This is an optimization exercise on Yosys and OpenROAD, whose aim is small area, a short achievable clock period and few clock cycles, not a production implementation.
RTL that was checked went through simulation tests only; none was proved equivalent to the original.
Power figures rest on the tool's default switching activity, not on a simulated workload.

==> indigo <==
// biggerints_core
module biggerints_core (
    input  wire        clk,
    input  wire        rst,       
    input  wire        req,
    input  wire        we,
    input  wire [3:0]  addr,      
    input  wire [63:0] wdata,
    output wire        gnt,
    output reg  [63:0] rdata
);
Settings: LEC_CHECK=0, CAP_MARGIN=30, CELL_PAD_IN_SITES_DETAIL_PLACEMENT=1, CELL_PAD_IN_SITES_GLOBAL_PLACEMENT=2, CORE_MARGIN=2, CORE_UTILIZATION=25, PLACE_DENSITY=0.4, SLEW_MARGIN=30; clock period 13.0 ns.
run.sh (not shown) runs the stock make flow with config.mk's settings and CLKGATE_MAP_FILE= SYNTH_SCRIPT=/design/flow/synth_recipe.tcl, a recipe that flattens the netlist after the stock synthesis.
==> inputs of cedar, as changes to indigo <==
--- a/flow/design.v
+++ b/flow/design.v
@@ -4642,18 +4642,18 @@
     assign cy[252] = pg312;
     assign cy[253] = pg501;
     assign cy[254] = pg375;
     assign cy[255] = pg502;
     assign cy[256] = pg255;
     wire [255:0] sum = pg_p ^ cy[255:0];
     wire c_lo = cy[128] | t244 | t748 | t1256;
     wire c_hi = cy[256] | t500 | t1004 | t1512;
-    wire z_lo = (sum[127:0] == 128'd0);
-    wire z_hi = (sum[255:128] == 128'd0);
+    wire z_lo = (a_q[127:0] == b_q[127:0]);
+    wire z_hi = (a_q[255:128] == b_q[255:128]);
     wire a_eq_b = ir_w ? (z_lo && z_hi) : z_lo;
     wire a_lt_b = ir_w ? !c_hi : !c_lo;      
     wire [1:0] ord = a_eq_b ? 2'b00 : (a_lt_b ? 2'b01 : 2'b10);
     reg rel;
     always @(*) begin
         case (ir_rel)
             3'd0:    rel = a_eq_b;               
             3'd1:    rel = !a_eq_b;              
==> flow/config.mk (replaced) <==
export PLATFORM = sky130hd
export DESIGN_NAME = biggerints_core
export DESIGN_NICKNAME = biggerints_core
export VERILOG_FILES = /design/flow/design.v
export SDC_FILE = /design/flow/constraint.sdc
export NUM_CORES = 4
export LEC_CHECK = 0
export ABC_CLOCK_PERIOD_IN_PS = 6000
export CAP_MARGIN = 30
export CELL_PAD_IN_SITES_DETAIL_PLACEMENT = 1
export CELL_PAD_IN_SITES_GLOBAL_PLACEMENT = 2
export CORE_MARGIN = 2
export CORE_UTILIZATION = 25
export PLACE_DENSITY = 0.4
export SETUP_SLACK_MARGIN = 5
export SLEW_MARGIN = 30
==> comparison table <==
| quantity | indigo | cedar |
|---|---|---|
| Result of the run | finished with violations | complete, no violations |
| Layout check failures | negative setup slack | - |
| Worst clock skew | 57.95 ps | 84.46 ps |
| Share of the final layout cell area in multi-input gates | 0.6031 | 0.5972 |
| Buffers outside the clock class | 864 | 995 |
| Slack of the worst reg-to-reg path | -70 ps | 4750 ps |
| Area share of the largest cell type after synthesis | 0.2153 | 0.2109 |
| Sequential area share after synthesis | 0.2177 | 0.2134 |
| Post-route core utilization | 0.2941 | 0.3041 |
| Setup-failing EPs final | 1 | 0 |
| Combined area of all synthesized cells | 96990 sq um | 98990 sq um |
| Depth of the worst register-to-register path | 35 | 21 |
| Final HPWL DP | 581600 um | 586100 um |
| Number of antenna repair diodes | 69 | 85 |
| Clock network share of area | 0.04841 | 0.04820 |
Testbench counts of cedar, summed over its fixed seeds: cycles 42,353.
Only the layout flow was run in indigo; the RTL was not checked for function there.

========
==> fjord <==
Another version of the RTL of biggerints_core (not shown whole).
==> flow/design.v (excerpt) <==
module biggerints_core (
    input  wire        clk,
    input  wire        rst,       
    input  wire        req,
    input  wire        we,
    input  wire [3:0]  addr,      
    input  wire [63:0] wdata,
    output wire        gnt,
    output reg  [63:0] rdata
);
export LEC_CHECK = 0
export ABC_CLOCK_PERIOD_IN_PS = 6000
export CAP_MARGIN = 20
export CELL_PAD_IN_SITES_DETAIL_PLACEMENT = 1
export CELL_PAD_IN_SITES_GLOBAL_PLACEMENT = 2
export CORE_MARGIN = 2
export CORE_UTILIZATION = 35
export CTS_CLUSTER_DIAMETER = 60
export CTS_CLUSTER_SIZE = 30
export PLACE_DENSITY = 0.5
export SLEW_MARGIN = 20
create_clock -name core_clock -period 13.0 [get_ports {clk}]
standard.sh (not shown) runs the stock make flow with config.mk's settings and CLKGATE_MAP_FILE= SYNTH_SCRIPT=/design/flow/synth_recipe.tcl, a recipe that flattens the netlist after the stock synthesis.
==> flow/flow/run.sh <==
#!/bin/bash
set -euo pipefail
cd "$(dirname "$0")/.."
bash standard.sh SETUP_SLACK_MARGIN=5.8 MATCH_CELL_FOOTPRINT=0 \
    "BUFFER_PORTS_ARGS=-buffer_cell sky130_fd_sc_hd__buf_4" \
    finish > make_finish.log 2>&1
==> zinc: changes against fjord <==
==> flow/flow/run.sh (replaced) <==
#!/bin/bash
set -euo pipefail
cd "$(dirname "$0")/.."
bash standard.sh SETUP_SLACK_MARGIN=6.0 MATCH_CELL_FOOTPRINT=0 \
    "BUFFER_PORTS_ARGS=-buffer_cell sky130_fd_sc_hd__buf_4" \
    finish > make_finish.log 2>&1
Settings changed: CORE_UTILIZATION 35 to 25, PLACE_DENSITY 0.5 to 0.4.
==> comparison table <==
	zinc	fjord
Leak pwr	47.25 nW	44.85 nW
Arrival time at the worst endpoint	4.68 ns	4.95 ns
Critical R2R Capture	c_q[229]	c_q[180]
DR WL met2	410.6 mm	336.6 mm
Tightest hold margin	0.4594 ns	0.4627 ns
Combinational share of power	0.221	0.231
Switch share	0.3624	0.3694
Result of the run	finished clean	finished clean
Clock buffer count in the final layout	277	221
Power density cells	108.4 mW/mm^2	103.8 mW/mm^2
Clk Latency, worst-skew pair	1.02 ns	0.97 ns
Overall power after layout	14.39 mW	13.06 mW
Fill cell count	49,420	35,410
Wire length of the first global-routing pass	1170 mm	1065 mm
Final worst clock skew	0.05117 ns	0.07528 ns
Core occupancy in the finished layout	0.3053	0.4040
Total Routing Usage GR	0.3999	0.5021
Routed wire length on met3	65.82 mm	100.7 mm
Via/cell ratio	5.933	6.792
Power dissipated in the clock network	7.07 mW	5.89 mW
Non-Filler Cell Area, Final	0.1328 sq mm	0.1258 sq mm
Area Growth Syn to Fin	21.48%	15.12%
Testbench counts of fjord, summed over its fixed seeds: cycles 41,481.
Testbench counts of zinc, summed over its fixed seeds: cycles 41,481.

==> static timing again, ports no longer ideal <==
The flow's constraints put no driver on any port. The routed layouts listed below were extracted and timed again, unchanged, in two steps.
Step 1, drivers: a clkbuf_16 drives clk and a buf_2 each remaining input, both assumed.
Step 2, shift: input delay + t, output delay - t, t = (earliest + latest rising clock arrival at the registers) / 2. This alone moves slack from input paths to output paths.
Three values: ideal, step 1, step 2; two values: the first two.
| run | t, ns | setup slack, ns | worst setup path at the end | worst data-port slew with drivers (ns) |
|---|---|---|---|---|
| indigo | 1.012 | -0.071 / -0.071 / -0.071 | register to register | 0.43 |
| cedar | 1.047 | 4.752 / 4.752 / 4.752 | register to register | 0.09 |
| fjord | 1.036 | 5.454 / 5.404 / 4.772 | input to register | 0.15 |
| zinc | 1.115 | 5.716 / 5.381 / 5.118 | input to register | 0.40 |
For fjord, which loses most, drivers alone change the setup slack by -0.050 ns; drivers and shift together by -0.682 ns.
